Context: an optimization exercise on an open-source flow, tuned for small area, a short achievable clock period and few clock cycles per item. The choices shown serve that exercise and are no tape-out recipe.
The RTL was checked by simulation tests, not by an equivalence proof against the original design.

==> design.v <==
module mont_mul (
    input  wire [65:0]   s,
    input  wire [65:0]   c,
    input  wire [3:0]    xl,      
    input  wire [3:1]    yl,      
    input  wire [64:0]   b,
    input  wire [63:0]   n,
    input  wire [3:0]    d,       
    input  wire [3:0]    q,       
    input  wire [7:0]    db,      
    input  wire [3:0]    dbn,     
    input  wire [3:0]    np,      
    output wire [65:0]   so,
    output wire [65:0]   co,
    output wire [3:0]    xlo,
    output wire [3:1]    ylo,
    output wire [3:0]    qn       
);
    wire cy = |xl | |yl;
    wire [7:0] l_s = s[7:0];
    wire [7:0] l_c = c[7:0];
    wire [7:0] l_db = db;
    wire [7:0] l_dbn = {dbn, 4'd0};
    wire [7:0] l_q0 = ((n[7:0] & {8{q[0]}}) << 0);
    wire [7:0] l_q1 = ((n[7:0] & {8{q[1]}}) << 1) | {7'd0, cy};
    wire [7:0] l_q2 = ((n[7:0] & {8{q[2]}}) << 2);
    wire [7:0] l_q3 = ((n[7:0] & {8{q[3]}}) << 3);
    wire [7:0] l_s0 = l_s ^ l_c ^ l_db;
    wire [7:0] l_c0 = ((l_s & l_c) | (l_s & l_db) | (l_c & l_db)) << 1;
    wire [7:0] l_s1 = l_q0 ^ l_q1 ^ l_q2;
    wire [7:0] l_c1 = ((l_q0 & l_q1) | (l_q0 & l_q2) | (l_q1 & l_q2)) << 1;
    wire [7:0] l_s2 = l_dbn ^ l_s0 ^ l_c0;
    wire [7:0] l_c2 = ((l_dbn & l_s0) | (l_dbn & l_c0) | (l_s0 & l_c0)) << 1;
    wire [7:0] l_s3 = l_q3 ^ l_s1 ^ l_c1;
    wire [7:0] l_c3 = ((l_q3 & l_s1) | (l_q3 & l_c1) | (l_s1 & l_c1)) << 1;
    wire [7:0] l_s4 = l_s3 ^ l_c3 ^ l_s2;
    wire [7:0] l_c4 = ((l_s3 & l_c3) | (l_s3 & l_s2) | (l_c3 & l_s2)) << 1;
    wire [7:0] l_s5 = l_c2 ^ l_s4 ^ l_c4;
    wire [7:0] l_c5 = ((l_c2 & l_s4) | (l_c2 & l_c4) | (l_s4 & l_c4)) << 1;
    wire lcy = |l_s5[3:0] | |l_c5[3:1];
    wire [3:0] ux = l_s5[7:4];
    wire [3:0] uy = l_c5[7:4];
    wire [3:0] ug = ux & uy;
    wire [3:0] up = ux ^ uy;
    wire uc0 = (lcy);
    wire uc1 = (ug[0]) | (lcy & up[0]);
    wire uc2 = (ug[0] & up[1]) | (ug[1]) | (lcy & up[0] & up[1]);
    wire uc3 = (ug[0] & up[1] & up[2]) | (ug[1] & up[2]) | (ug[2]) | (lcy & up[0] & up[1] & up[2]);
    wire [3:0] u = up ^ {uc3, uc2, uc1, uc0};
    reg [3:0] qt;
    always @* begin
        case ({np[3:1], u})
        7'd0: qt = 4'd0;
        7'd1: qt = 4'd1;
        7'd2: qt = 4'd2;
        7'd3: qt = 4'd3;
        7'd4: qt = 4'd4;
        7'd5: qt = 4'd5;
        7'd6: qt = 4'd6;
        7'd7: qt = 4'd7;
        7'd8: qt = 4'd8;
        7'd9: qt = 4'd9;
        7'd10: qt = 4'd10;
        7'd11: qt = 4'd11;
        7'd12: qt = 4'd12;
        7'd13: qt = 4'd13;
        7'd14: qt = 4'd14;
        7'd15: qt = 4'd15;
        7'd16: qt = 4'd0;
        7'd17: qt = 4'd3;
        7'd18: qt = 4'd6;
        7'd19: qt = 4'd9;
        7'd20: qt = 4'd12;
        7'd21: qt = 4'd15;
        7'd22: qt = 4'd2;
        7'd23: qt = 4'd5;
        7'd24: qt = 4'd8;
        7'd25: qt = 4'd11;
        7'd26: qt = 4'd14;
        7'd27: qt = 4'd1;
        7'd28: qt = 4'd4;
        7'd29: qt = 4'd7;
        7'd30: qt = 4'd10;
        7'd31: qt = 4'd13;
        7'd32: qt = 4'd0;
        7'd33: qt = 4'd5;
        7'd34: qt = 4'd10;
        7'd35: qt = 4'd15;
        7'd36: qt = 4'd4;
        7'd37: qt = 4'd9;
        7'd38: qt = 4'd14;
        7'd39: qt = 4'd3;
        7'd40: qt = 4'd8;
        7'd41: qt = 4'd13;
        7'd42: qt = 4'd2;
        7'd43: qt = 4'd7;
        7'd44: qt = 4'd12;
        7'd45: qt = 4'd1;
        7'd46: qt = 4'd6;
        7'd47: qt = 4'd11;
        7'd48: qt = 4'd0;
        7'd49: qt = 4'd7;
        7'd50: qt = 4'd14;
        7'd51: qt = 4'd5;
        7'd52: qt = 4'd12;
        7'd53: qt = 4'd3;
        7'd54: qt = 4'd10;
        7'd55: qt = 4'd1;
        7'd56: qt = 4'd8;
        7'd57: qt = 4'd15;
        7'd58: qt = 4'd6;
        7'd59: qt = 4'd13;
        7'd60: qt = 4'd4;
        7'd61: qt = 4'd11;
        7'd62: qt = 4'd2;
        7'd63: qt = 4'd9;
        7'd64: qt = 4'd0;
        7'd65: qt = 4'd9;
        7'd66: qt = 4'd2;
        7'd67: qt = 4'd11;
        7'd68: qt = 4'd4;
        7'd69: qt = 4'd13;
        7'd70: qt = 4'd6;
        7'd71: qt = 4'd15;
        7'd72: qt = 4'd8;
        7'd73: qt = 4'd1;
        7'd74: qt = 4'd10;
        7'd75: qt = 4'd3;
        7'd76: qt = 4'd12;
        7'd77: qt = 4'd5;
        7'd78: qt = 4'd14;
        7'd79: qt = 4'd7;
        7'd80: qt = 4'd0;
        7'd81: qt = 4'd11;
        7'd82: qt = 4'd6;
        7'd83: qt = 4'd1;
        7'd84: qt = 4'd12;
        7'd85: qt = 4'd7;
        7'd86: qt = 4'd2;
        7'd87: qt = 4'd13;
        7'd88: qt = 4'd8;
        7'd89: qt = 4'd3;
        7'd90: qt = 4'd14;
        7'd91: qt = 4'd9;
        7'd92: qt = 4'd4;
        7'd93: qt = 4'd15;
        7'd94: qt = 4'd10;
        7'd95: qt = 4'd5;
        7'd96: qt = 4'd0;
        7'd97: qt = 4'd13;
        7'd98: qt = 4'd10;
        7'd99: qt = 4'd7;
        7'd100: qt = 4'd4;
        7'd101: qt = 4'd1;
        7'd102: qt = 4'd14;
        7'd103: qt = 4'd11;
        7'd104: qt = 4'd8;
        7'd105: qt = 4'd5;
        7'd106: qt = 4'd2;
        7'd107: qt = 4'd15;
        7'd108: qt = 4'd12;
        7'd109: qt = 4'd9;
        7'd110: qt = 4'd6;
        7'd111: qt = 4'd3;
        7'd112: qt = 4'd0;
        7'd113: qt = 4'd15;
        7'd114: qt = 4'd14;
        7'd115: qt = 4'd13;
        7'd116: qt = 4'd12;
        7'd117: qt = 4'd11;
        7'd118: qt = 4'd10;
        7'd119: qt = 4'd9;
        7'd120: qt = 4'd8;
        7'd121: qt = 4'd7;
        7'd122: qt = 4'd6;
        7'd123: qt = 4'd5;
        7'd124: qt = 4'd4;
        7'd125: qt = 4'd3;
        7'd126: qt = 4'd2;
        7'd127: qt = 4'd1;
        default: qt = 4'd0;
        endcase
    end
    assign qn = qt;
    wire [69:0] r_s = {4'd0, s};
    wire [69:0] r_c = {4'd0, c};
    wire [69:0] r_p0 = ({5'd0, b} & {70{d[0]}}) << 0;
    wire [69:0] r_p1 = ({5'd0, b} & {70{d[1]}}) << 1 | {69'd0, cy};
    wire [69:0] r_p2 = ({5'd0, b} & {70{d[2]}}) << 2;
    wire [69:0] r_p3 = ({5'd0, b} & {70{d[3]}}) << 3;
    wire [69:0] r_q0 = ({6'd0, n} & {70{q[0]}}) << 0;
    wire [69:0] r_q1 = ({6'd0, n} & {70{q[1]}}) << 1;
    wire [69:0] r_q2 = ({6'd0, n} & {70{q[2]}}) << 2;
    wire [69:0] r_q3 = ({6'd0, n} & {70{q[3]}}) << 3;
    wire [69:0] t_s0 = r_p0 ^ r_p1 ^ r_p2;
    wire [69:0] t_c0 = ((r_p0 & r_p1) | (r_p0 & r_p2) | (r_p1 & r_p2)) << 1;
    wire [69:0] t_s1 = r_p3 ^ r_q0 ^ r_q1;
    wire [69:0] t_c1 = ((r_p3 & r_q0) | (r_p3 & r_q1) | (r_q0 & r_q1)) << 1;
    wire [69:0] t_s2 = r_q2 ^ r_q3 ^ r_s;
    wire [69:0] t_c2 = ((r_q2 & r_q3) | (r_q2 & r_s) | (r_q3 & r_s)) << 1;
    wire [69:0] t_s3 = r_c ^ t_s0 ^ t_c0;
    wire [69:0] t_c3 = ((r_c & t_s0) | (r_c & t_c0) | (t_s0 & t_c0)) << 1;
    wire [69:0] t_s4 = t_s1 ^ t_c1 ^ t_s2;
    wire [69:0] t_c4 = ((t_s1 & t_c1) | (t_s1 & t_s2) | (t_c1 & t_s2)) << 1;
    wire [69:0] t_s5 = t_c2 ^ t_s3 ^ t_c3;
    wire [69:0] t_c5 = ((t_c2 & t_s3) | (t_c2 & t_c3) | (t_s3 & t_c3)) << 1;
    wire [69:0] t_s6 = t_s4 ^ t_c4 ^ t_s5;
    wire [69:0] t_c6 = ((t_s4 & t_c4) | (t_s4 & t_s5) | (t_c4 & t_s5)) << 1;
    wire [69:0] t_s7 = t_c5 ^ t_s6 ^ t_c6;
    wire [69:0] t_c7 = ((t_c5 & t_s6) | (t_c5 & t_c6) | (t_s6 & t_c6)) << 1;
    assign so  = t_s7[69:4];
    assign co  = t_c7[69:4];
    assign xlo = t_s7[3:0];
    assign ylo = t_c7[3:1];
endmodule
module mont_start (
    input  wire [7:0] bn,
    input  wire       conv,
    input  wire       dbl,
    input  wire [3:0] np,
    output wire [3:0] d0,
    output wire [3:0] d1,
    output reg  [7:0] db0,
    output reg  [3:0] dbn0,
    output reg  [3:0] q0
);
    assign d0 = conv ? 4'd1 : dbl ? {bn[2:0], 1'b0} : bn[3:0];
    assign d1 = conv ? 4'd0 : dbl ? bn[6:3] : bn[7:4];
    always @* db0 = d0 * bn;
    always @* dbn0 = d1 * bn[3:0];
    always @* begin
        case ({conv, dbl, np[3:1], bn[3:0]})
        9'd0: q0 = 4'd0;
        9'd1: q0 = 4'd1;
        9'd2: q0 = 4'd4;
        9'd3: q0 = 4'd9;
        9'd4: q0 = 4'd0;
        9'd5: q0 = 4'd9;
        9'd6: q0 = 4'd4;
        9'd7: q0 = 4'd1;
        9'd8: q0 = 4'd0;
        9'd9: q0 = 4'd1;
        9'd10: q0 = 4'd4;
        9'd11: q0 = 4'd9;
        9'd12: q0 = 4'd0;
        9'd13: q0 = 4'd9;
        9'd14: q0 = 4'd4;
        9'd15: q0 = 4'd1;
        9'd16: q0 = 4'd0;
        9'd17: q0 = 4'd3;
        9'd18: q0 = 4'd12;
        9'd19: q0 = 4'd11;
        9'd20: q0 = 4'd0;
        9'd21: q0 = 4'd11;
        9'd22: q0 = 4'd12;
        9'd23: q0 = 4'd3;
        9'd24: q0 = 4'd0;
        9'd25: q0 = 4'd3;
        9'd26: q0 = 4'd12;
        9'd27: q0 = 4'd11;
        9'd28: q0 = 4'd0;
        9'd29: q0 = 4'd11;
        9'd30: q0 = 4'd12;
        9'd31: q0 = 4'd3;
        9'd32: q0 = 4'd0;
        9'd33: q0 = 4'd5;
        9'd34: q0 = 4'd4;
        9'd35: q0 = 4'd13;
        9'd36: q0 = 4'd0;
        9'd37: q0 = 4'd13;
        9'd38: q0 = 4'd4;
        9'd39: q0 = 4'd5;
        9'd40: q0 = 4'd0;
        9'd41: q0 = 4'd5;
        9'd42: q0 = 4'd4;
        9'd43: q0 = 4'd13;
        9'd44: q0 = 4'd0;
        9'd45: q0 = 4'd13;
        9'd46: q0 = 4'd4;
        9'd47: q0 = 4'd5;
        9'd48: q0 = 4'd0;
        9'd49: q0 = 4'd7;
        9'd50: q0 = 4'd12;
        9'd51: q0 = 4'd15;
        9'd52: q0 = 4'd0;
        9'd53: q0 = 4'd15;
        9'd54: q0 = 4'd12;
        9'd55: q0 = 4'd7;
        9'd56: q0 = 4'd0;
        9'd57: q0 = 4'd7;
        9'd58: q0 = 4'd12;
        9'd59: q0 = 4'd15;
        9'd60: q0 = 4'd0;
        9'd61: q0 = 4'd15;
        9'd62: q0 = 4'd12;
        9'd63: q0 = 4'd7;
        9'd64: q0 = 4'd0;
        9'd65: q0 = 4'd9;
        9'd66: q0 = 4'd4;
        9'd67: q0 = 4'd1;
        9'd68: q0 = 4'd0;
        9'd69: q0 = 4'd1;
        9'd70: q0 = 4'd4;
        9'd71: q0 = 4'd9;
        9'd72: q0 = 4'd0;
        9'd73: q0 = 4'd9;
        9'd74: q0 = 4'd4;
        9'd75: q0 = 4'd1;
        9'd76: q0 = 4'd0;
        9'd77: q0 = 4'd1;
        9'd78: q0 = 4'd4;
        9'd79: q0 = 4'd9;
        9'd80: q0 = 4'd0;
        9'd81: q0 = 4'd11;
        9'd82: q0 = 4'd12;
        9'd83: q0 = 4'd3;
        9'd84: q0 = 4'd0;
        9'd85: q0 = 4'd3;
        9'd86: q0 = 4'd12;
        9'd87: q0 = 4'd11;
        9'd88: q0 = 4'd0;
        9'd89: q0 = 4'd11;
        9'd90: q0 = 4'd12;
        9'd91: q0 = 4'd3;
        9'd92: q0 = 4'd0;
        9'd93: q0 = 4'd3;
        9'd94: q0 = 4'd12;
        9'd95: q0 = 4'd11;
        9'd96: q0 = 4'd0;
        9'd97: q0 = 4'd13;
        9'd98: q0 = 4'd4;
        9'd99: q0 = 4'd5;
        9'd100: q0 = 4'd0;
        9'd101: q0 = 4'd5;
        9'd102: q0 = 4'd4;
        9'd103: q0 = 4'd13;
        9'd104: q0 = 4'd0;
        9'd105: q0 = 4'd13;
        9'd106: q0 = 4'd4;
        9'd107: q0 = 4'd5;
        9'd108: q0 = 4'd0;
        9'd109: q0 = 4'd5;
        9'd110: q0 = 4'd4;
        9'd111: q0 = 4'd13;
        9'd112: q0 = 4'd0;
        9'd113: q0 = 4'd15;
        9'd114: q0 = 4'd12;
        9'd115: q0 = 4'd7;
        9'd116: q0 = 4'd0;
        9'd117: q0 = 4'd7;
        9'd118: q0 = 4'd12;
        9'd119: q0 = 4'd15;
        9'd120: q0 = 4'd0;
        9'd121: q0 = 4'd15;
        9'd122: q0 = 4'd12;
        9'd123: q0 = 4'd7;
        9'd124: q0 = 4'd0;
        9'd125: q0 = 4'd7;
        9'd126: q0 = 4'd12;
        9'd127: q0 = 4'd15;
        9'd128: q0 = 4'd0;
        9'd129: q0 = 4'd2;
        9'd130: q0 = 4'd8;
        9'd131: q0 = 4'd2;
        9'd132: q0 = 4'd0;
        9'd133: q0 = 4'd2;
        9'd134: q0 = 4'd8;
        9'd135: q0 = 4'd2;
        9'd136: q0 = 4'd0;
        9'd137: q0 = 4'd2;
        9'd138: q0 = 4'd8;
        9'd139: q0 = 4'd2;
        9'd140: q0 = 4'd0;
        9'd141: q0 = 4'd2;
        9'd142: q0 = 4'd8;
        9'd143: q0 = 4'd2;
        9'd144: q0 = 4'd0;
        9'd145: q0 = 4'd6;
        9'd146: q0 = 4'd8;
        9'd147: q0 = 4'd6;
        9'd148: q0 = 4'd0;
        9'd149: q0 = 4'd6;
        9'd150: q0 = 4'd8;
        9'd151: q0 = 4'd6;
        9'd152: q0 = 4'd0;
        9'd153: q0 = 4'd6;
        9'd154: q0 = 4'd8;
        9'd155: q0 = 4'd6;
        9'd156: q0 = 4'd0;
        9'd157: q0 = 4'd6;
        9'd158: q0 = 4'd8;
        9'd159: q0 = 4'd6;
        9'd160: q0 = 4'd0;
        9'd161: q0 = 4'd10;
        9'd162: q0 = 4'd8;
        9'd163: q0 = 4'd10;
        9'd164: q0 = 4'd0;
        9'd165: q0 = 4'd10;
        9'd166: q0 = 4'd8;
        9'd167: q0 = 4'd10;
        9'd168: q0 = 4'd0;
        9'd169: q0 = 4'd10;
        9'd170: q0 = 4'd8;
        9'd171: q0 = 4'd10;
        9'd172: q0 = 4'd0;
        9'd173: q0 = 4'd10;
        9'd174: q0 = 4'd8;
        9'd175: q0 = 4'd10;
        9'd176: q0 = 4'd0;
        9'd177: q0 = 4'd14;
        9'd178: q0 = 4'd8;
        9'd179: q0 = 4'd14;
        9'd180: q0 = 4'd0;
        9'd181: q0 = 4'd14;
        9'd182: q0 = 4'd8;
        9'd183: q0 = 4'd14;
        9'd184: q0 = 4'd0;
        9'd185: q0 = 4'd14;
        9'd186: q0 = 4'd8;
        9'd187: q0 = 4'd14;
        9'd188: q0 = 4'd0;
        9'd189: q0 = 4'd14;
        9'd190: q0 = 4'd8;
        9'd191: q0 = 4'd14;
        9'd192: q0 = 4'd0;
        9'd193: q0 = 4'd2;
        9'd194: q0 = 4'd8;
        9'd195: q0 = 4'd2;
        9'd196: q0 = 4'd0;
        9'd197: q0 = 4'd2;
        9'd198: q0 = 4'd8;
        9'd199: q0 = 4'd2;
        9'd200: q0 = 4'd0;
        9'd201: q0 = 4'd2;
        9'd202: q0 = 4'd8;
        9'd203: q0 = 4'd2;
        9'd204: q0 = 4'd0;
        9'd205: q0 = 4'd2;
        9'd206: q0 = 4'd8;
        9'd207: q0 = 4'd2;
        9'd208: q0 = 4'd0;
        9'd209: q0 = 4'd6;
        9'd210: q0 = 4'd8;
        9'd211: q0 = 4'd6;
        9'd212: q0 = 4'd0;
        9'd213: q0 = 4'd6;
        9'd214: q0 = 4'd8;
        9'd215: q0 = 4'd6;
        9'd216: q0 = 4'd0;
        9'd217: q0 = 4'd6;
        9'd218: q0 = 4'd8;
        9'd219: q0 = 4'd6;
        9'd220: q0 = 4'd0;
        9'd221: q0 = 4'd6;
        9'd222: q0 = 4'd8;
        9'd223: q0 = 4'd6;
        9'd224: q0 = 4'd0;
        9'd225: q0 = 4'd10;
        9'd226: q0 = 4'd8;
        9'd227: q0 = 4'd10;
        9'd228: q0 = 4'd0;
        9'd229: q0 = 4'd10;
        9'd230: q0 = 4'd8;
        9'd231: q0 = 4'd10;
        9'd232: q0 = 4'd0;
        9'd233: q0 = 4'd10;
        9'd234: q0 = 4'd8;
        9'd235: q0 = 4'd10;
        9'd236: q0 = 4'd0;
        9'd237: q0 = 4'd10;
        9'd238: q0 = 4'd8;
        9'd239: q0 = 4'd10;
        9'd240: q0 = 4'd0;
        9'd241: q0 = 4'd14;
        9'd242: q0 = 4'd8;
        9'd243: q0 = 4'd14;
        9'd244: q0 = 4'd0;
        9'd245: q0 = 4'd14;
        9'd246: q0 = 4'd8;
        9'd247: q0 = 4'd14;
        9'd248: q0 = 4'd0;
        9'd249: q0 = 4'd14;
        9'd250: q0 = 4'd8;
        9'd251: q0 = 4'd14;
        9'd252: q0 = 4'd0;
        9'd253: q0 = 4'd14;
        9'd254: q0 = 4'd8;
        9'd255: q0 = 4'd14;
        9'd256: q0 = 4'd0;
        9'd257: q0 = 4'd1;
        9'd258: q0 = 4'd2;
        9'd259: q0 = 4'd3;
        9'd260: q0 = 4'd4;
        9'd261: q0 = 4'd5;
        9'd262: q0 = 4'd6;
        9'd263: q0 = 4'd7;
        9'd264: q0 = 4'd8;
        9'd265: q0 = 4'd9;
        9'd266: q0 = 4'd10;
        9'd267: q0 = 4'd11;
        9'd268: q0 = 4'd12;
        9'd269: q0 = 4'd13;
        9'd270: q0 = 4'd14;
        9'd271: q0 = 4'd15;
        9'd272: q0 = 4'd0;
        9'd273: q0 = 4'd3;
        9'd274: q0 = 4'd6;
        9'd275: q0 = 4'd9;
        9'd276: q0 = 4'd12;
        9'd277: q0 = 4'd15;
        9'd278: q0 = 4'd2;
        9'd279: q0 = 4'd5;
        9'd280: q0 = 4'd8;
        9'd281: q0 = 4'd11;
        9'd282: q0 = 4'd14;
        9'd283: q0 = 4'd1;
        9'd284: q0 = 4'd4;
        9'd285: q0 = 4'd7;
        9'd286: q0 = 4'd10;
        9'd287: q0 = 4'd13;
        9'd288: q0 = 4'd0;
        9'd289: q0 = 4'd5;
        9'd290: q0 = 4'd10;
        9'd291: q0 = 4'd15;
        9'd292: q0 = 4'd4;
        9'd293: q0 = 4'd9;
        9'd294: q0 = 4'd14;
        9'd295: q0 = 4'd3;
        9'd296: q0 = 4'd8;
        9'd297: q0 = 4'd13;
        9'd298: q0 = 4'd2;
        9'd299: q0 = 4'd7;
        9'd300: q0 = 4'd12;
        9'd301: q0 = 4'd1;
        9'd302: q0 = 4'd6;
        9'd303: q0 = 4'd11;
        9'd304: q0 = 4'd0;
        9'd305: q0 = 4'd7;
        9'd306: q0 = 4'd14;
        9'd307: q0 = 4'd5;
        9'd308: q0 = 4'd12;
        9'd309: q0 = 4'd3;
        9'd310: q0 = 4'd10;
        9'd311: q0 = 4'd1;
        9'd312: q0 = 4'd8;
        9'd313: q0 = 4'd15;
        9'd314: q0 = 4'd6;
        9'd315: q0 = 4'd13;
        9'd316: q0 = 4'd4;
        9'd317: q0 = 4'd11;
        9'd318: q0 = 4'd2;
        9'd319: q0 = 4'd9;
        9'd320: q0 = 4'd0;
        9'd321: q0 = 4'd9;
        9'd322: q0 = 4'd2;
        9'd323: q0 = 4'd11;
        9'd324: q0 = 4'd4;
        9'd325: q0 = 4'd13;
        9'd326: q0 = 4'd6;
        9'd327: q0 = 4'd15;
        9'd328: q0 = 4'd8;
        9'd329: q0 = 4'd1;
        9'd330: q0 = 4'd10;
        9'd331: q0 = 4'd3;
        9'd332: q0 = 4'd12;
        9'd333: q0 = 4'd5;
        9'd334: q0 = 4'd14;
        9'd335: q0 = 4'd7;
        9'd336: q0 = 4'd0;
        9'd337: q0 = 4'd11;
        9'd338: q0 = 4'd6;
        9'd339: q0 = 4'd1;
        9'd340: q0 = 4'd12;
        9'd341: q0 = 4'd7;
        9'd342: q0 = 4'd2;
        9'd343: q0 = 4'd13;
        9'd344: q0 = 4'd8;
        9'd345: q0 = 4'd3;
        9'd346: q0 = 4'd14;
        9'd347: q0 = 4'd9;
        9'd348: q0 = 4'd4;
        9'd349: q0 = 4'd15;
        9'd350: q0 = 4'd10;
        9'd351: q0 = 4'd5;
        9'd352: q0 = 4'd0;
        9'd353: q0 = 4'd13;
        9'd354: q0 = 4'd10;
        9'd355: q0 = 4'd7;
        9'd356: q0 = 4'd4;
        9'd357: q0 = 4'd1;
        9'd358: q0 = 4'd14;
        9'd359: q0 = 4'd11;
        9'd360: q0 = 4'd8;
        9'd361: q0 = 4'd5;
        9'd362: q0 = 4'd2;
        9'd363: q0 = 4'd15;
        9'd364: q0 = 4'd12;
        9'd365: q0 = 4'd9;
        9'd366: q0 = 4'd6;
        9'd367: q0 = 4'd3;
        9'd368: q0 = 4'd0;
        9'd369: q0 = 4'd15;
        9'd370: q0 = 4'd14;
        9'd371: q0 = 4'd13;
        9'd372: q0 = 4'd12;
        9'd373: q0 = 4'd11;
        9'd374: q0 = 4'd10;
        9'd375: q0 = 4'd9;
        9'd376: q0 = 4'd8;
        9'd377: q0 = 4'd7;
        9'd378: q0 = 4'd6;
        9'd379: q0 = 4'd5;
        9'd380: q0 = 4'd4;
        9'd381: q0 = 4'd3;
        9'd382: q0 = 4'd2;
        9'd383: q0 = 4'd1;
        9'd384: q0 = 4'd0;
        9'd385: q0 = 4'd1;
        9'd386: q0 = 4'd2;
        9'd387: q0 = 4'd3;
        9'd388: q0 = 4'd4;
        9'd389: q0 = 4'd5;
        9'd390: q0 = 4'd6;
        9'd391: q0 = 4'd7;
        9'd392: q0 = 4'd8;
        9'd393: q0 = 4'd9;
        9'd394: q0 = 4'd10;
        9'd395: q0 = 4'd11;
        9'd396: q0 = 4'd12;
        9'd397: q0 = 4'd13;
        9'd398: q0 = 4'd14;
        9'd399: q0 = 4'd15;
        9'd400: q0 = 4'd0;
        9'd401: q0 = 4'd3;
        9'd402: q0 = 4'd6;
        9'd403: q0 = 4'd9;
        9'd404: q0 = 4'd12;
        9'd405: q0 = 4'd15;
        9'd406: q0 = 4'd2;
        9'd407: q0 = 4'd5;
        9'd408: q0 = 4'd8;
        9'd409: q0 = 4'd11;
        9'd410: q0 = 4'd14;
        9'd411: q0 = 4'd1;
        9'd412: q0 = 4'd4;
        9'd413: q0 = 4'd7;
        9'd414: q0 = 4'd10;
        9'd415: q0 = 4'd13;
        9'd416: q0 = 4'd0;
        9'd417: q0 = 4'd5;
        9'd418: q0 = 4'd10;
        9'd419: q0 = 4'd15;
        9'd420: q0 = 4'd4;
        9'd421: q0 = 4'd9;
        9'd422: q0 = 4'd14;
        9'd423: q0 = 4'd3;
        9'd424: q0 = 4'd8;
        9'd425: q0 = 4'd13;
        9'd426: q0 = 4'd2;
        9'd427: q0 = 4'd7;
        9'd428: q0 = 4'd12;
        9'd429: q0 = 4'd1;
        9'd430: q0 = 4'd6;
        9'd431: q0 = 4'd11;
        9'd432: q0 = 4'd0;
        9'd433: q0 = 4'd7;
        9'd434: q0 = 4'd14;
        9'd435: q0 = 4'd5;
        9'd436: q0 = 4'd12;
        9'd437: q0 = 4'd3;
        9'd438: q0 = 4'd10;
        9'd439: q0 = 4'd1;
        9'd440: q0 = 4'd8;
        9'd441: q0 = 4'd15;
        9'd442: q0 = 4'd6;
        9'd443: q0 = 4'd13;
        9'd444: q0 = 4'd4;
        9'd445: q0 = 4'd11;
        9'd446: q0 = 4'd2;
        9'd447: q0 = 4'd9;
        9'd448: q0 = 4'd0;
        9'd449: q0 = 4'd9;
        9'd450: q0 = 4'd2;
        9'd451: q0 = 4'd11;
        9'd452: q0 = 4'd4;
        9'd453: q0 = 4'd13;
        9'd454: q0 = 4'd6;
        9'd455: q0 = 4'd15;
        9'd456: q0 = 4'd8;
        9'd457: q0 = 4'd1;
        9'd458: q0 = 4'd10;
        9'd459: q0 = 4'd3;
        9'd460: q0 = 4'd12;
        9'd461: q0 = 4'd5;
        9'd462: q0 = 4'd14;
        9'd463: q0 = 4'd7;
        9'd464: q0 = 4'd0;
        9'd465: q0 = 4'd11;
        9'd466: q0 = 4'd6;
        9'd467: q0 = 4'd1;
        9'd468: q0 = 4'd12;
        9'd469: q0 = 4'd7;
        9'd470: q0 = 4'd2;
        9'd471: q0 = 4'd13;
        9'd472: q0 = 4'd8;
        9'd473: q0 = 4'd3;
        9'd474: q0 = 4'd14;
        9'd475: q0 = 4'd9;
        9'd476: q0 = 4'd4;
        9'd477: q0 = 4'd15;
        9'd478: q0 = 4'd10;
        9'd479: q0 = 4'd5;
        9'd480: q0 = 4'd0;
        9'd481: q0 = 4'd13;
        9'd482: q0 = 4'd10;
        9'd483: q0 = 4'd7;
        9'd484: q0 = 4'd4;
        9'd485: q0 = 4'd1;
        9'd486: q0 = 4'd14;
        9'd487: q0 = 4'd11;
        9'd488: q0 = 4'd8;
        9'd489: q0 = 4'd5;
        9'd490: q0 = 4'd2;
        9'd491: q0 = 4'd15;
        9'd492: q0 = 4'd12;
        9'd493: q0 = 4'd9;
        9'd494: q0 = 4'd6;
        9'd495: q0 = 4'd3;
        9'd496: q0 = 4'd0;
        9'd497: q0 = 4'd15;
        9'd498: q0 = 4'd14;
        9'd499: q0 = 4'd13;
        9'd500: q0 = 4'd12;
        9'd501: q0 = 4'd11;
        9'd502: q0 = 4'd10;
        9'd503: q0 = 4'd9;
        9'd504: q0 = 4'd8;
        9'd505: q0 = 4'd7;
        9'd506: q0 = 4'd6;
        9'd507: q0 = 4'd5;
        9'd508: q0 = 4'd4;
        9'd509: q0 = 4'd3;
        9'd510: q0 = 4'd2;
        9'd511: q0 = 4'd1;
        default: q0 = 4'd0;
        endcase
    end
endmodule
module mr_tester (
    input  wire        clk,
    input  wire        rst,
    input  wire        start,
    input  wire [63:0] n_in,
    output reg         ready,
    output reg         done,
    output reg         prime,
    output reg         bad,
    output reg  [63:0] pw
);
    localparam W  = 4;
    localparam W2 = 2 * W;
    localparam BX = W * 33 + 1;             
    localparam S_IDLE = 3'd0;
    localparam S_CHK  = 3'd1;
    localparam S_CHK2 = 3'd2;
    localparam S_ABS  = 3'd3;
    localparam S_DBL  = 3'd4;
    localparam S_RUN  = 3'd5;
    localparam S_FIN  = 3'd6;
    localparam OP_LAD = 2'd0;    
    localparam OP_CV0 = 2'd1;    
    localparam OP_SQ2 = 2'd2;    
    localparam OP_CV2 = 2'd3;    
    reg [2:0]   state;
    reg [1:0]   op;
    reg         dm;          
    reg         dmode;       
    reg         conv;        
    reg [5:0]   it;          
    reg [5:0]   len;         
    reg [4:0]   dix;         
    reg [5:0]   idx;         
    reg [6:0]   rem;         
    reg [5:0]   kk;          
    reg [5:0]   j2;          
    reg [6:0]   v;           
    reg [6:0]   dleft;       
    reg [2:0]   jcnt;        
    reg [6:0]   blen;        
    reg [5:0]   kz;          
    reg         chk;         
    reg         first;       
    reg         lastcv;      
    reg [63:0]   n;
    reg [64:0]   b;          
    reg [65:0]   s;
    reg [65:0]   c;
    reg [W-1:0]  xl;
    reg [W-1:1]  yl;
    reg [W-1:0]  dg;         
    reg [W-1:0]  dn;         
    reg [W-1:0]  qg;         
    reg [W2-1:0] db;         
    reg [W-1:0]  dbn;        
    reg [W-1:0]  np;         
    reg [7:0]    e1r;        
    reg [7:0]    emr;        
    wire st_idle = (state == S_IDLE);
    wire st_chk  = (state == S_CHK);
    wire st_chk2 = (state == S_CHK2);
    wire st_abs  = (state == S_ABS);
    wire st_dbl  = (state == S_DBL);
    wire st_run  = (state == S_RUN);
    wire st_fin  = (state == S_FIN);
    reg [6:0] blen_c;
    reg [5:0] kz_c;
    integer i;
    always @* begin
        blen_c = 7'd0;
        for (i = 0; i < 64; i = i + 1)
            if (n[i]) blen_c = i + 1;
        kz_c = 6'd0;
        for (i = 63; i >= 1; i = i - 1)
            if (n[i]) kz_c = i;
    end
    wire [63:0] mask;        
    assign mask[63] = n[63];
    genvar g;
    generate
        for (g = 0; g < 63; g = g + 1) begin : g_mask
            assign mask[g] = mask[g+1] | n[g];
        end
    endgenerate
    wire [63:0] r0 = (~n & mask) | 64'd1;                  
    wire        badn = !n[0] || (n[63:1] == 63'd0);
    wire [6:0]  lsteps = (blen + 7'd3 + W - 1) / W;
    wire [6:0]  dl0 = W * lsteps - blen;
    wire [2:0]  jmax = (blen >= 7'd40) ? 3'd5 : 3'd4;
    wire [W-1:0] inv1 = n[W-1:0];
    wire [W-1:0] inv2 = inv1 * (2 - n[W-1:0] * inv1);
    wire [W-1:0] inv3 = inv2 * (2 - n[W-1:0] * inv2);
    wire [W-1:0] npc = 0 - inv3;
    wire nbit = n[idx];
    reg  nb;                 
    wire        cy = |xl | |yl;
    wire [66:0] cpaw = {s, 1'b1} + {c, cy | dm};             
    wire [65:0] cpa = cpaw[66:1];
    wire        neg = cpa[65];
    wire [64:0] dres = neg ? s[64:0] : cpa[64:0];           
    wire        dbl_now = (st_abs || st_dbl) && (dleft != 7'd0);
    wire [63:0] nm1 = {n[63:1], 1'b0};
    wire [7:0]  e1c, emc;
    generate
        for (g = 0; g < 8; g = g + 1) begin : g_eq
            assign e1c[g] = (cpa[8*g+7:8*g] == ((g == 0) ? 8'd1 : 8'd0));
            assign emc[g] = (cpa[8*g+7:8*g] == nm1[8*g+7:8*g]);
        end
    endgenerate
    wire dbl_end = st_dbl && (dleft == 7'd0);
    wire go      = dbl_end || st_fin;
    wire ld_cpa  = st_fin && (op == OP_LAD || op == OP_SQ2);
    wire go_conv = (dbl_end && rem == 7'd0) ||
                   (st_fin && op == OP_LAD && rem == 7'd0) ||
                   (st_fin && op == OP_SQ2);
    wire go_dbl  = !go_conv && nb && (dbl_end || (st_fin && op == OP_LAD));
    wire [W2-1:0] lo = s[W2-1:0] + c[W2-1:0] + {{(W2-1){1'b0}}, cy};
    wire [W2-1:0] bn = ld_cpa ? lo : b[W2-1:0];
    wire [W-1:0]  d0, d1, dbn0, q0;
    wire [W2-1:0] db0;
    mont_start u_ms (
        .bn(bn), .conv(go_conv), .dbl(go_dbl), .np(np),
        .d0(d0), .d1(d1), .db0(db0), .dbn0(dbn0), .q0(q0)
    );
    wire [BX-1:0] bx = {{(BX-66){1'b0}}, b, 1'b0};
    wire [W:0]    win = bx[dix * W +: W + 1];
    wire [W-1:0]  dfetch = conv ? {W{1'b0}} : (dmode ? win[W-1:0] : win[W:1]);
    wire [W2-1:0] dbnext = dn * b[W2-1:0];
    wire [W-1:0]  dbnn = dfetch * b[W-1:0];
    wire [65:0]  so, co;
    wire [W-1:0] xlo, qn;
    wire [W-1:1] ylo;
    mont_mul u_mm (
        .s(s), .c(c), .xl(xl), .yl(yl), .b(b), .n(n),
        .d(dg), .q(qg), .db(db), .dbn(dbn), .np(np),
        .so(so), .co(co), .xlo(xlo), .ylo(ylo), .qn(qn)
    );
    always @(posedge clk) begin
        if (st_idle)
            n <= n_in;
        if (st_chk) begin
            b    <= {1'b0, r0};
            np   <= npc;
            blen <= blen_c;
            kz   <= kz_c;
        end else if (dbl_now)
            b <= dres;
        else if (ld_cpa)
            b <= cpa[64:0];
        if (st_chk || (st_fin && op == OP_CV0))
            pw <= st_chk ? 64'd0 : cpa[63:0];
        if (st_run) begin
            s  <= so;
            c  <= co;
            xl <= xlo;
            yl <= ylo;
        end else begin
            xl <= {W{1'b0}};
            yl <= {(W-1){1'b0}};
            if (st_chk) begin
                s <= {1'b0, r0, 1'b0};
                c <= {2'b11, ~n};
            end else if (dbl_now) begin
                s <= {dres, 1'b0};
            end else if (!((st_chk2 || st_abs || st_dbl) && !go)) begin
                s <= 66'd0;
                c <= 66'd0;
            end
        end
        e1r <= e1c;
        nb  <= nbit;
        emr <= emc;
        if (go) begin
            dg <= d0;
            dn <= d1;
            db  <= db0;
            dbn <= dbn0;
            qg  <= q0;
        end else begin
            dg <= dn;
            dn <= dfetch;
            db  <= dbnext;
            dbn <= dbnn;
            qg  <= qn;
        end
    end
    always @(posedge clk) begin
        if (rst) begin
            state <= S_IDLE;
            ready <= 1'b1;
            done  <= 1'b0;
            dm    <= 1'b0;
            chk   <= 1'b0;
        end else begin
            done <= 1'b0;
            if (go) begin
                it    <= len - 6'd1;
                dix   <= 5'd2;
                conv  <= go_conv;
                dmode <= go_dbl;
            end else begin
                it  <= it - 6'd1;
                dix <= dix + 5'd1;
            end
            case (state)
            S_IDLE: begin
                if (start) begin
                    state <= S_CHK;
                    ready <= 1'b0;
                end
            end
            S_CHK: begin
                if (badn) begin
                    done  <= 1'b1;
                    bad   <= 1'b1;
                    prime <= 1'b0;
                    ready <= 1'b1;
                    state <= S_IDLE;
                end else begin
                    state <= S_CHK2;
                end
            end
            S_CHK2: begin
                len   <= lsteps[5:0];
                dleft <= dl0;
                idx   <= blen[5:0] - 6'd1;
                rem   <= blen - {1'b0, kz};
                kk    <= kz;
                jcnt  <= jmax;
                v     <= 7'd0;
                dm    <= 1'b1;
                state <= S_ABS;
            end
            S_ABS: begin
                if (jcnt != 3'd0 && rem != 7'd0) begin
                    v     <= {v[5:0], nbit};
                    idx   <= idx - 6'd1;
                    rem   <= rem - 7'd1;
                    jcnt  <= jcnt - 3'd1;
                    dleft <= dleft - {6'd0, dleft != 7'd0};
                end else begin
                    dleft <= dleft - {6'd0, dleft != 7'd0} + v;
                    state <= S_DBL;
                end
            end
            S_DBL: begin
                if (dleft != 7'd0) begin
                    dleft <= dleft - 7'd1;
                end else begin
                    dm    <= 1'b0;
                    state <= S_RUN;
                    op    <= (rem == 7'd0) ? OP_CV0 : OP_LAD;
                    if (rem != 7'd0) begin
                        idx <= idx - 6'd1;
                        rem <= rem - 7'd1;
                    end
                end
            end
            S_RUN: begin
                chk <= 1'b0;
                if (it == 6'd0)
                    state <= S_FIN;
                if (chk) begin
                    if ((&emr) || (first && (&e1r)) || (&e1r) || lastcv) begin
                        done  <= 1'b1;
                        bad   <= 1'b0;
                        prime <= (&emr) || (first && (&e1r));
                        ready <= 1'b1;
                        state <= S_IDLE;
                    end
                end
            end
            S_FIN: begin
                state <= S_RUN;
                case (op)
                OP_LAD: begin
                    if (rem == 7'd0) begin
                        op <= OP_CV0;
                    end else begin
                        idx <= idx - 6'd1;
                        rem <= rem - 7'd1;
                    end
                end
                OP_CV0: begin
                    chk    <= 1'b1;
                    first  <= 1'b1;
                    lastcv <= (kk == 6'd1);
                    op     <= OP_SQ2;
                    j2     <= kk - 6'd2;
                end
                OP_SQ2: begin
                    op <= OP_CV2;
                end
                OP_CV2: begin
                    chk    <= 1'b1;
                    first  <= 1'b0;
                    lastcv <= (j2 == 6'd0);
                    op     <= OP_SQ2;
                    j2     <= j2 - 6'd1;
                end
                endcase
            end
            default: begin
                state <= S_IDLE;
                ready <= 1'b1;
            end
            endcase
        end
    end
endmodule
==> flow/run.sh <==
#!/bin/bash
set -euo pipefail
bash standard.sh SETUP_SLACK_MARGIN=6.5 TNS_END_PERCENT=5 finish > make_finish.log 2>&1
==> standard.sh <==
#!/bin/bash
# synth_recipe.tcl (not shown) runs the flow's synth.tcl, then flattens the netlist and writes it again
# the make line also repeats each setting of config.mk as NAME=value (left out here)
make -C /OpenROAD-flow-scripts/flow DESIGN_CONFIG=/design/flow/config.mk WORK_HOME=/design/flow/orfs CLKGATE_MAP_FILE= SYNTH_SCRIPT=/design/flow/synth_recipe.tcl "${@:-finish}"
==> config.mk <==
export PLATFORM = sky130hd
export DESIGN_NAME = mr_tester
export DESIGN_NICKNAME = mr_tester
export VERILOG_FILES = /design/flow/design.v
export SDC_FILE = /design/flow/constraint.sdc
export NUM_CORES = 4
export LEC_CHECK = 0
export CAP_MARGIN = 20
export CORE_MARGIN = 2
export CORE_UTILIZATION = 50
export SLEW_MARGIN = 20
==> constraint.sdc <==
create_clock -name core_clock -period 10.0 [get_ports {clk}]
set_input_delay 2.0000 -clock core_clock [delete_from_list [all_inputs] [get_ports {clk}]]
set_output_delay 2.0000 -clock core_clock [all_outputs]
set_load 0.01 [all_outputs]
==> summary.txt, run 1 <==
relative max-transition margin 29.76%; min Tclk post-route 5.424 ns; crit-path cells and2_4 > fa_1 > fa_1 > fa_1 > inv_2 > fa_1 > nand4b_1 > or3_4 > ha_4 > o21a_4 > nor2_4 > xor2_4 > buf_12 > nor2_4 > a21oi_2 > nor2_1 > a21o_1 > mux4_2 > mux2i_1 > nand2_1 > o31ai_2; Via density 6.142; Clock Pin Slew Worst Setup and Hold Paths ~0.060 ns; GRT Util Overall 36.48%; ys async rst share 0%; Seq cells post-synth 462; Starting Density 50.57%; Critical Path Most Common Cell fa_1; initial antenna violation count 22; Die H approximately 310 um; Post-Synthesis Cells 4905; Peak Freq 0.1844 GHz; Final GP Congestion 0.9594; setup TNS after final layout 0 ns; WS Path Type reg -> reg; status timing/DRC/antenna clean; commonest cells in the netlist inv_1, fa_1, and2_1; CTS Hold Buffers Added 0; startpoint types flip-flop; worst path required time around 11 ns; # H-tree levels 2; Clock Skews 0.03845 ns; Worst Setup End Kind flip-flop; Max Cap Violations 0; register area share after synthesis 28.16%; Port Buffer Count 134; hold crit path type reg -> reg; antenna violation net count after detailed routing 0; final core utilization 60.05%; Hold WS 0.4833 ns; mapped cell area roughly 47000 um^2; Placed Instances 6077; count of flip-flops with a built-in enable after synthesis roughly 410; I/O pins ~140; row count about 110; top_reg_cell synth edfxtp_1; Detail Placement HPWL 112.8 mm; final WL 178.5 mm; post-synth top area share 25.79%; number of buffers created by CTS between 50 and 60; Max clock buf depth 3; CP Buf/Inv Count 2; vias in the first global route 39500; core area 93470 um^2; Fin. Hold Viols 0; via count 39670; die area ~97000 um^2; Mean Syn Cell Area 9.637 um^2; violation count after the first detailed-route iteration between 4000 and 5000; fraction of layout cells with a size suffix above 1 13.89%; slowest CP cell edfxtp_1; worst-margin pin slew 1.050 ns; area grow syn2layout 18.73%; RSZ-0062 raised after global routing yes; gr ovfl total 0; CP arrival 6.00 ns; wire length per cell 27.64 um; total iterations of the first detailed-routing run 9; largest net degree at the start of global routing 132; # DRC 0; top cells by area, synth edfxtp_1, fa_1, and2_1; Final Max Slew Viols 0; CTS tree yes; Worst-Skew Late Latency 0.71 ns; top-count cell post-synth inv_1; first-pass GRT wire length ~260 mm; CP peak stage delay 0.53 ns; Final #Nets ~6000; crit-path max FO 6; post-synth cell types between 90 and 100; Crit path max-delay family adder cells; fin cells around 6500; Die W 311.5 um; clk sink count 462; final number of setup-violating endpoints 0; area leader, netlist edfxtp_1; yosys warns 3; Tcrit/Tclk final 54.24%; Mapped Nets 5708; clock root cell clkbuf_16
layout make-up:
cell class,instances,area [um^2]
timing repair buffer,446,4628
clock buffer,70,1549
antenna,13,32.53
clock inverter,40,479.2
tap,1254,1569
sequential,462,13350
fill,8036,37340
multi-input combinational,3438,31740
inverter,735,2776
routing by layer:
| metal | track usage [%] | wire (um) | up-vias |
|---|---|---|---|
| met5 | 0 | 57 | - |
| met4 | 18.24 | 11020 | 8 |
| met3 | 8.672 | 21460 | 624 |
| met2 | 57.83 | 81080 | 2490 |
| met1 | 46.89 | 64860 | 19780 |
| li1 | - | - | 16770 |
sequential cells by signal, indices dropped and copies added, names as in the netlist, 8 cells and up:
signal and count:
e1r 8, b 65, pw 64, db 8
s 66, n 64, emr 8, c 66
per-stage QoR:
step                      cell area [um^2]  setup WS (ns)
after floorplan                      47370          4.846
after global placement               49790          3.546
after detailed placement             49790          3.482
after CTS                            53990          4.708
after global routing                 56100          4.414
final                                56130          4.576
cells in the final DEF, fill, tap and decap left out, types with 45 or more instances in the layout:
cell | synthesis | layout
buf_4 | 0 | 226
nand3_1 | 89 | 84
clkdlybuf4s50_1 | 0 | 134
a31oi_1 | 103 | 97
o211ai_1 | 45 | 45
nor3_1 | 93 | 82
nand2_1 | 416 | 406
ha_1 | 170 | 150
inv_1 | 731 | 722
xor2_1 | 76 | 61
fa_1 | 566 | 557
clkbuf_16 | 0 | 62
a21o_1 | 62 | 61
nor2_1 | 309 | 295
xnor2_1 | 148 | 127
o21ai_0 | 181 | 167
and2_1 | 457 | 448
a21oi_1 | 184 | 170
mux4_2 | 48 | 48
edfxtp_1 | 406 | 406
kinds of logic (layout without fill, tap and decap cells):
family / count (synthesis) / in the layout / synth area share, %
buffers and inverters: 1008 / 1291 / 8.036
muxes: 89 / 89 / 3.179
DFF: 462 / 462 / 28.16
other: 0 / 13 / 0
xor gates and xnor gates: 229 / 229 / 4.375
and+or+nand+nor: 1565 / 1567 / 16.61
adders and majority gates: 736 / 736 / 28.47
AOI/OAI and AO/OA: 816 / 817 / 11.17
what timing repair did:
item | 4_1_cts | 5_1_grt
resized for setup | 145 | 193
endpoints found under the setup margin | 471 | 429
setup buffers | 125 | 118
pin swaps | 103 | 105
gates cloned | 11 | 3
hold endpoints to repair | 0 | 0
worst paths after layout:
kind                            startpoint    end  slack [ns]  cells past startpoint
worst max-delay path                  n[2]  qg[3]        4.58                     21
worst min-delay path                 kz[3]  kk[3]        0.48                      0
worst max register to register        n[2]  qg[3]        4.58                     21
worst min register to register       kz[3]  kk[3]        0.48                      0
Testbench counts, summed over its fixed seeds: cycles 147,300, tests 192.
==> inputs of run 2 (changes only) <==
==> run.sh (new file) <==
#!/bin/bash
# synth_recipe.tcl (not shown) runs the flow's synth.tcl, then flattens the netlist and writes it again
# the make line also repeats each setting of config.mk as NAME=value (left out here)
make -C /OpenROAD-flow-scripts/flow DESIGN_CONFIG=/design/flow/config.mk WORK_HOME=/design/flow/orfs CLKGATE_MAP_FILE= SYNTH_SCRIPT=/design/flow/synth_recipe.tcl finish
--- a/config.mk
+++ b/config.mk
@@ -9,3 +9,5 @@
 export CORE_MARGIN = 2
-export CORE_UTILIZATION = 50
+export CORE_UTILIZATION = 60
+export SETUP_SLACK_MARGIN = 5
 export SLEW_MARGIN = 20
+export TNS_END_PERCENT = 5
removed: flow/run.sh
removed: standard.sh
==> run 2 against run 1 <==
  * Fmax grew 0.54%
  * Routed wire length shrank 5.8%
  * Critical path depth shrank 11
  * Global-route usage grew 5.7 points
  * Clock-buffer cell count shrank 3
  * First-iteration DRC count grew 2.6%
  * Register-to-register slack gained 0.03 ns
  * Synthesized cell count is the same
  * Cell count shrank 6.6%
==> summary.txt, run 2 <==
status timing/DRC/antenna clean; Worst Setup End Kind flip-flop; gr ovfl total 0 (unchanged); Clock Pin Slew Worst Setup and Hold Paths 0.06 ns (about the same); vias in the first global route 39190 (-0.78%); startpoint types flip-flop; register area share after synthesis 28.16% (unchanged); Post-DP Area 49430 um^2 (-0.73%); pre-CTS setup slack 3.260 ns (-0.2227 ns); Starting Density 60.82% (+10 points); clk sink count 462 (unchanged); Seq cells post-synth 462 (unchanged); crit-path max FO 15 (+9); row count 102 (-8.9%); post-synth top area share 25.79% (unchanged); violation count after the first detailed-route iteration 5078 (+2.6%); commonest cells in the netlist inv_1, fa_1, and2_1; commonest cells after routing, fill and taps aside inv_1, fa_1, and2_1; top-count cell post-synth inv_1; Largest regs c: 66 flops, s: 66 flops, b: 65 flops; Max Cap Violations 0 (unchanged); post-synth cell types 94 (unchanged); clock root cell clkbuf_16; RSZ-0062 raised after global routing yes; GRT Util Overall 42.13% (+5.7 points); Final GP Congestion 0.9984 (+4.1%); Reg2Reg Depth 10 (-52%); crit-path cells or3_1 > nor3_2 > nand3_1 > nor3_1 > nand2b_1 > nor3_1 > and2_1 > nand2_1 > o211ai_1 > a31oi_1; CP arrival 5.77 ns (-0.23 ns); initial antenna violation count 8 (-64%); final number of setup-violating endpoints 0 (unchanged); fin area 52350 um^2 (-6.7%); top_reg_cell synth edfxtp_1; die area 81050 um^2 (-16%); Port Buffer Count 134 (unchanged); wire length per cell 27.89 um (+0.93%); ys async rst share 0% (unchanged); largest net degree at the start of global routing 69 (-48%); Fin. Hold Viols 0 (unchanged); most common cell after layout, fill and taps aside inv_1; # DRC 0 (unchanged); via count 38690 (-2.5%); final core utilization 67.36% (+7.3 points); top cells by area, synth edfxtp_1, fa_1, and2_1; setup TNS after final layout 0 ns (unchanged); Final #Nets 5741 (-3.4%); count of flip-flops with a built-in enable after synthesis 406 (unchanged); I/O pins 135 (unchanged); # H-tree levels 2 (unchanged); antenna violation net count after detailed routing 0 (unchanged); hold depth 2 (+2); fraction of layout cells with a size suffix above 1 7.342% (-6.5 points); Die W 284.7 um (-8.6%); Tcrit/Tclk final 53.95% (-0.29 points); Worst-Skew Late Latency 0.67 ns (-0.04 ns); number of buffers created by CTS 57 (-3.4%); Die H 284.7 um (-8.6%); CTS tree yes; Peak Freq 0.1854 GHz (+0.54%); Via density 6.417 (+4.5%); min Tclk post-route 5.395 ns (-0.02915 ns); core area 77720 um^2 (-17%); Mapped Nets 5708 (unchanged); yosys warns 3 (unchanged); CP peak stage delay 0.90 ns (+0.37 ns); total iterations of the first detailed-routing run 6 (-3); Critical Path Most Common Cell nor3_1; slowest CP cell nor3_1; final WL 168.2 mm (-5.8%); relative max-transition margin 22.38% (-7.4 points); hold crit path type reg -> reg; min setup slack post-route 4.605 ns (+0.02915 ns); mapped cell area 47270 um^2 (unchanged); Final Max Slew Viols 0 (unchanged); Max clock buf depth 3 (unchanged); WS Path Type reg -> reg; area leader, netlist edfxtp_1; area grow syn2layout 10.75%; Mean Syn Cell Area 9.637 um^2 (unchanged); Detail Placement HPWL 114.6 mm (+1.6%); worst path required time 10.38 ns (-0.20 ns); Clock Skews 0.03165 ns (-0.006804 ns); worst-margin pin slew 1.157 ns (+0.1069 ns); Post-Synthesis Cells 4905 (unchanged); first-pass GRT wire length 252.6 mm (-3.3%)
[run 2: cell count changes in the layout (fill, tap and decap cells not counted), sizes merged]
cell	delta
nor2	-1
clkinv	-9
clkbuf	-5
a22o	-1
nand3	-1
bufbuf	-1
bufinv	-1
clkinvlp	+8
buf	-196
inv	+1
diode	-9
[run 2: worst max-delay path, delay by kind of cell, from the launching register on]
kind,cells,cell delay [ns]
and+or+nand+nor,8,4.02
AOI/OAI and AO/OA,2,0.36
DFF,1,0.72
[run 2: timing repair]
| item | CTS | global route |
|---|---|---|
| gates cloned | 2 | 0 |
| resized for setup | 65 | 7 |
| pin swaps | 19 | 9 |
| setup buffers | 50 | 5 |
| endpoints found under the setup margin | 121 | 34 |
| hold buffers | 0 | 0 |
[run 2: metrics by stage]
stage               hold WS, ns  cells
floorplan                0.4244   4905
CTS                      0.5117   6019
detailed placement       0.5035   5861
finish                   0.5159   6029
global route             0.5507   6025
global placement         0.4963   5861
[run 2: worst paths after layout]
check	slack, ns	start	to
setup / recovery	4.61	n[58]	s[15]
hold / removal	0.52	dn[3]	dg[3]
setup reg to reg	4.61	n[58]	s[15]
hold reg to reg	0.52	dn[3]	dg[3]
[run 2: cell families after synthesis]
group	share of synthesized area (%)
mux	3.179
compound gates	11.17
flops	28.16
fa+ha+maj	28.47
buf+inv	8.036
simple gates	16.61
xor+xnor	4.375
[run 2: final cells by class]
type / instances / area (um^2)
diodes: 4 / 10.01
clock buffers: 67 / 1546
clock inverters: 39 / 466.7
fillers: 6314 / 25370
inverters: 735 / 2774
multi-input cells: 3435 / 30530
flip-flops and latches: 462 / 13340
well taps: 1040 / 1301
repair buffers: 247 / 2384
[run 2: layer usage]
layer | vias to the layer above | wire length [um] | share of wire (%) | track usage [%]
met3 | 561 | 21710 | 13 | 10.40
met5 | - | 64 | 0.038 | 0.2381
met4 | 8 | 10110 | 6.0 | 21.51
met2 | 2738 | 73050 | 43 | 63.00
li1 | 16330 | - | - | -
met1 | 19050 | 63230 | 38 | 57.27
==> inputs of run 3 (changes only) <==
--- a/design.v
+++ b/design.v
@@ -908,8 +908,9 @@
             yl <= {(W-1){1'b0}};
-            if (st_chk) begin
-                s <= {1'b0, r0, 1'b0};
-                c <= {2'b11, ~n};
-            end else if (dbl_now) begin
+            if (dbl_now) begin
                 s <= {dres, 1'b0};
-            end else if (!((st_chk2 || st_abs || st_dbl) && !go)) begin
+                c <= {2'b11, ~n};
+            end else if ((st_chk2 || st_abs || st_dbl) && !go) begin
+                s <= {b, 1'b0};
+                c <= {2'b11, ~n};
+            end else begin
                 s <= 66'd0;
==> run 3 against run 2 <==
  * Sequential share of layout area shrank 1.9 points
  * Clock skew shrank 0.0097 ns
  * Synthesized cell count shrank 0.29%
  * Critical path depth grew 16
  * Non-clock buffer count shrank 16
==> summary.txt, run 3 <==
vias in the first global route 37290 (-4.8%); Reg-to-Reg Start yl[3]; status timing/DRC/antenna clean; Max clock buf depth 3 (unchanged); Via density 6.186 (-3.6%); gr ovfl total 0 (unchanged); Final Max Slew Viols 0 (unchanged); number of buffers created by CTS 57 (unchanged); compound-cell area share of the yosys netlist 11.45% (+0.28 points); ys async rst share 0% (unchanged); Filler cells 6197 (-1.9%); Die W 281.1 um (-1.3%); Worst Setup EP db[7]; Clock Skews 0.02198 ns (-0.009668 ns); via count 37180 (-3.9%); final WL 153.1 mm (-9.0%); relative max-transition margin 25.23% (+2.9 points); Final GP Congestion 0.9519 (-4.7%); clk sink count 462 (unchanged); WS Path Type reg -> reg; Mean Syn Cell Area 9.418 um^2 (-2.3%); Starting Density 60.65% (-0.17 points); CTS Hold Buffers Added 0 (unchanged); largest family of logic cells by synthesized area adder cells; pre-CTS setup slack 3.641 ns (+0.3818 ns); violation count after the first detailed-route iteration 3996 (-21%); post-synth cell types 90 (-4.3%); Largest regs c: 66 flops, s: 66 flops, b: 65 flops; CP arrival 5.94 ns (+0.17 ns); Detail Placement HPWL 109.1 mm (-4.8%); worst path required time 10.51 ns (+0.13 ns); I/O pins 135 (unchanged); yosys warns 3 (unchanged); area grow syn2layout 10.85% (about the same); Port Buffer Count 134 (unchanged); Fin. Hold Viols 0 (unchanged); initial antenna violation count 9 (+1); Peak Freq 0.1842 GHz (-0.64%); Multi-input gate area 30650 um^2 (+0.38%); top-count cell post-synth inv_1; hold crit path type reg -> reg; worst-margin pin slew 1.122 ns (-0.03502 ns); Post-Synthesis Cells 4891 (-0.29%); Seq. cell area 12020 um^2 (-9.9%); setup TNS after final layout 0 ns (unchanged); FF-to-FF setup slack 4.57 ns (-0.03 ns); Seq cells post-synth 462 (unchanged); startpoint types flip-flop; CTS tree yes; final number of setup-violating endpoints 0 (unchanged); total iterations of the first detailed-routing run 6 (unchanged); die area 79000 um^2 (-2.5%); first-pass GRT wire length 233.0 mm (-7.8%); Synth Area in Simple Gates 16.88% (+0.28 points); Clock Pin Slew Worst Setup and Hold Paths 0.06 ns (about the same); antenna violation net count after detailed routing 0 (unchanged); Worst-Skew Late Latency 0.64 ns (-0.03 ns); largest net degree at the start of global routing 136 (+97%); wire length per cell 25.48 um (-8.7%); crit-path max FO 4 (-11); Final #Nets 5721 (-0.35%); GRT Util Overall 39.62% (-2.5 points); # H-tree levels 2 (unchanged); Tcrit/Tclk final 54.30% (+0.35 points); Worst Setup End Kind flip-flop; register area share after synthesis 26.03% (-2.1 points); area leader, netlist fa_1; core area 75950 um^2 (-2.3%); area share of fa/ha/maj cells after synthesis 29.22% (+0.75 points); clock root cell clkbuf_16; post-synth top area share 24.60% (-1.2 points); most common cell after layout, fill and taps aside inv_1; post-synthesis mux area share 3.749% (+0.57 points); # DRC 0 (unchanged); Max Cap Violations 0 (unchanged); min Tclk post-route 5.430 ns (+0.03499 ns); top cells by area, synth fa_1, edfxtp_1, dfxtp_1; min setup slack post-route 4.570 ns (-0.03499 ns); Mapped Nets 5694 (-0.25%); Die H 281.1 um (-1.3%); post-synthesis xor/xnor area fraction 4.439% (+0.063 points); top_reg_cell synth edfxtp_1; fraction of layout cells with a size suffix above 1 7.006% (-0.34 points); commonest cells after routing, fill and taps aside inv_1, fa_1, and2_1; Reg2Reg Depth 26 (+16); Worst Setup SP yl[3]; row count 101 (-0.98%); r2r endpoint db[7]; commonest cells in the netlist inv_1, fa_1, and2_1; RSZ-0062 raised after global routing yes; count of flip-flops with a built-in enable after synthesis 274 (-33%); mapped cell area 46060 um^2 (-2.6%)
run 3: through the flow:
step | hold slack, ns | cell area (um^2) | utilization [%] | instances
2_1_floorplan | 0.4264 | 46060 | - | 4891
3_3_place_gp | 0.4489 | 48140 | 63.38 | 5841
3_5_place_dp | 0.4534 | 48200 | 63.46 | 5843
4_1_cts | 0.4625 | 50930 | 67.05 | 5993
5_1_grt | 0.4818 | 51030 | 67.19 | 5999
6_report | 0.4646 | 51060 | 67.23 | 6010
run 3: worst max-delay path, cell delays in order (launching register included):
cell      delay, ns
dfxtp_1        0.30
or4_4          0.53
or3_4          0.36
inv_2          0.07
fa_2           0.22
nor2b_1        0.06
o21a_1         0.19
or3_4          0.35
a31oi_4        0.21
nor2_2         0.06
a21oi_2        0.18
nor2_4         0.07
nand2_2        0.08
fa_1           0.40
fa_1           0.49
inv_1          0.06
ha_1           0.27
a21o_1         0.17
a21oi_2        0.17
o21bai_1       0.08
a21oi_1        0.18
xnor2_1        0.15
xnor2_1        0.15
xnor2_1        0.15
xnor2_1        0.15
xnor2_1        0.14
a21oi_1        0.08
run 3: metal layers:
metal | track usage (%) | share of wire, % | vias to the layer above
li1 | - | - | 16200
met1 | 52.59 | 39 | 18550
met5 | 0 | 0.095 | -
met4 | 17.65 | 4.7 | 8
met2 | 61.82 | 46 | 2049
met3 | 9.685 | 11 | 379
run 3: layout make-up:
class                   count  share of cell area, %
clock inverters            34                 0.6861
diodes                     13                0.06371
multi-input cells        3436                  60.03
repair buffers            231                  4.460
well taps                1030                  2.524
clock buffers              74                  3.308
flip-flops and latches    462                  23.54
inverters                 730                  5.393
run 3: cells by family after synthesis:
| logic type | Yosys count |
|---|---|
| compound gates | 812 |
| xor+xnor | 227 |
| fa+ha+maj | 736 |
| buf+inv | 993 |
| flops | 462 |
| mux | 112 |
| simple gates | 1549 |
run 3: what timing repair did:
action | CTS | global route
cloned | 4 | 0
endpoints found under the setup margin | 65 | 105
gates resized for setup | 60 | 19
setup buffers | 38 | 3
pin swaps | 22 | 14
run 3: worst min path at each step:
stage | startpoint | end | slack (ns) | depth (start not counted)
finish | chk | chk | 0.46 | 2
CTS | chk | chk | 0.46 | 2
floorplan | kz[2] | kk[2] | 0.43 | 0
global placement | chk | chk | 0.45 | 2
global route | chk | chk | 0.48 | 2
detailed placement | chk | chk | 0.45 | 2
Testbench counts of run 3, summed over its fixed seeds: cycles 147,300, tests 192.
==> inputs of run 4 (changes only) <==
--- a/config.mk
+++ b/config.mk
@@ -9,3 +9,3 @@
 export CORE_MARGIN = 2
-export CORE_UTILIZATION = 60
+export CORE_UTILIZATION = 70
 export SETUP_SLACK_MARGIN = 5
==> run 4 against run 3 <==
  * Still clean on timing, DRC and antenna
  * Worst setup slack lost 0.24 ns
  * Hold slack lost 0.0037 ns
  * Fmax shrank 4.3%
  * Cell count shrank 2.9%
==> summary.txt, run 4 <==
status timing/DRC/antenna clean; Seq. cell area 12010 um^2 (about the same); Peak Freq 0.1763 GHz (-4.3%); fin area 50530 um^2 (-1.0%); largest net degree at the start of global routing 137 (+0.74%); Multi-input gate area 30590 um^2 (-0.20%); RSZ-0062 raised after global routing yes; most common cell after layout, fill and taps aside inv_1; commonest cells after routing, fill and taps aside inv_1, fa_1, and2_1; Fin. Hold Viols 0 (unchanged); slowest CP cell or4_4; Seq cells post-synth 462 (unchanged); relative max-transition margin 14.75% (-10 points); Via density 6.590 (+6.5%); setup TNS after final layout 0 ns (unchanged); commonest cells in the netlist inv_1, fa_1, and2_1; post-synth top area share 24.60% (unchanged); crit-path max FO 4 (unchanged); final number of setup-violating endpoints 0 (unchanged); CTS Hold Buffers Added 0 (unchanged); area grow syn2layout 9.703%; Clock Pin Slew Worst Setup and Hold Paths 0.06 ns (about the same); register area share after synthesis 26.03% (unchanged); core area 65510 um^2 (-14%); first-pass GRT wire length 232.1 mm (-0.39%); clock root cell clkbuf_16; violation count after the first detailed-route iteration 4763 (+19%); final WL 152.1 mm (-0.65%); row count 94 (-6.9%); Critical Path Most Common Cell xnor2_1; GRT Util Overall 45.70% (+6.1 points); die area 67870 um^2 (-14%); top cells by area, synth fa_1, edfxtp_1, dfxtp_1; startpoint types flip-flop; number of buffers created by CTS 56 (-1.8%); Worst-Skew Late Latency 0.64 ns (about the same); Final Max Slew Viols 0 (unchanged); Tcrit/Tclk final 56.71% (+2.4 points); mapped cell area 46060 um^2 (unchanged); yosys warns 3 (unchanged); worst path required time 10.48 ns (-0.03 ns); Post-DP Area 47980 um^2 (-0.45%); CP Buf/Inv Count 3 (+1); hold crit path type reg -> reg; top_reg_cell synth edfxtp_1; vias in the first global route 39070 (+4.8%); Largest regs c: 66 flops, s: 66 flops, b: 65 flops; gr ovfl total 0 (unchanged); # H-tree levels 2 (unchanged); fin cells 5834 (-2.9%); Mapped Nets 5694 (unchanged); Post-Synthesis Cells 4891 (unchanged); Hold WS 0.4609 ns (-0.003710 ns); Final #Nets 5716 (-0.087%); Max Cap Violations 0 (unchanged); Worst Setup End Kind flip-flop; Die W 260.5 um (-7.3%); count of flip-flops with a built-in enable after synthesis 274 (unchanged); Filler cells 4589 (-26%); CP peak stage delay 0.54 ns (about the same); Clock Skews 0.02667 ns (+0.004691 ns); Max clock buf depth 3 (unchanged); clk sink count 462 (unchanged); # DRC 0 (unchanged); CP arrival 6.16 ns (+0.22 ns); Die H 260.5 um (-7.3%); worst-margin pin slew 1.279 ns (+0.1573 ns); CTS tree yes; initial antenna violation count 8 (-1); Crit path max-delay family simple AND/OR/NAND/NOR gates; Port Buffer Count 134 (unchanged); antenna violation net count after detailed routing 0 (unchanged); I/O pins 135 (unchanged); fraction of layout cells with a size suffix above 1 6.372% (-0.63 points); Detail Placement HPWL 105.9 mm (-2.9%); top-count cell post-synth inv_1; Starting Density 70.31% (+9.7 points); Final GP Congestion 0.9821 (+3.2%); wire length per cell 26.07 um (+2.3%); WS Path Type reg -> reg; min Tclk post-route 5.671 ns (+0.2414 ns); area leader, netlist fa_1; total iterations of the first detailed-routing run 7 (+1); post-synth cell types 90 (unchanged); Mean Syn Cell Area 9.418 um^2 (unchanged); ys async rst share 0% (unchanged); via count 38450 (+3.4%); Placed Instances 5679 (-2.8%)
run 4: layout make-up:
cell class,count,area share (%)
timing repair buffer,226,4.355
antenna,11,0.05447
multi-input combinational,3437,60.54
sequential,462,23.78
clock inverter,25,0.4903
clock buffer,79,3.209
tap,864,2.139
inverter,730,5.440
run 4: worst paths after layout:
path,from,end,slack (ns),depth (start not counted)
min,chk,chk,0.46,2
max,yl[3],db[7],4.33,27
min reg2reg,chk,chk,0.46,2
max reg2reg,yl[3],db[7],4.33,27
run 4: timing repair:
| action | 4_1_cts | 5_1_grt |
|---|---|---|
| endpoints found under the setup margin | 77 | 24 |
| pin swaps | 22 | 10 |
| gates cloned | 5 | 0 |
| hold endpoints to repair | 0 | 0 |
| setup buffers | 33 | 2 |
| resized for setup | 51 | 10 |
run 4: stage by stage:
step           utilization [%]  worst slack [ns]
3_5_place_dp             73.23             3.565
3_3_place_gp             73.18             3.649
5_1_grt                  77.10             4.113
4_1_cts                  77.01             4.391
6_report                 77.13             4.329
2_1_floorplan                -             3.997
run 4: cell families after synthesis:
kind of cell               after synthesis  share of synthesized area (%)
and+or+nand+nor                       1549                          16.88
AOI/OAI and AO/OA                      812                          11.45
muxes                                  112                          3.749
buffers and inverters                  993                          8.222
xor gates and xnor gates               227                          4.439
adders and majority gates              736                          29.22
DFF                                    462                          26.03
run 4: tightest hold or removal path: cells and delay by family, from the launching register on:
kind / cells / cell delay [ns]
flip-flops: 1 / 0.31
AND/OR/NAND/NOR: 1 / 0.05
AO/OA/AOI/OAI: 1 / 0.05
run 4: metal layers:
metal  GRT usage (%)  vias up  wire length, um
li1                -    16170                -
met1           57.65    18760            53120
met2           70.05     2827            67570
met3           13.34      696            20310
met4           27.83        4            11070
met5               0        -               37

re-timing with driven ports:
No port has a modelled driver above. Below, the same layouts with a new extraction and two added sets of constraints.
Step 1 sets driving cells, clkbuf_16 on the clock port and buf_2 on the other inputs (assumed; they add their load-dependent delay and slew).
Step 2 moves the port delays by t, midway between the first and last clock arrival at a register: inputs arrive t later, outputs are due t later. That takes back most of the time a late clock gives input paths.
Slacks: ideal ports / drivers / drivers and shift; pairs: ideal ports / drivers.
| run | t (ns) | setup slack, ns | clock arrival spread, ns | slew at the worst register clock pin (ns) | worst slew at a driven data input, ns |
|---|---|---|---|---|---|
| run 1 | 0.758 | 4.576 / 4.576 / 4.576 | 0.039 / 0.039 | 0.07 / 0.07 | 0.04 |
| run 2 | 0.722 | 4.605 / 4.605 / 4.605 | 0.035 / 0.035 | 0.08 / 0.08 | 0.04 |
| run 3 | 0.708 | 4.570 / 4.570 / 4.570 | 0.022 / 0.022 | 0.07 / 0.07 | 0.04 |
| run 4 | 0.704 | 4.329 / 4.329 / 4.329 | 0.027 / 0.028 | 0.07 / 0.07 | 0.05 |
After both steps every run listed still meets setup and hold.
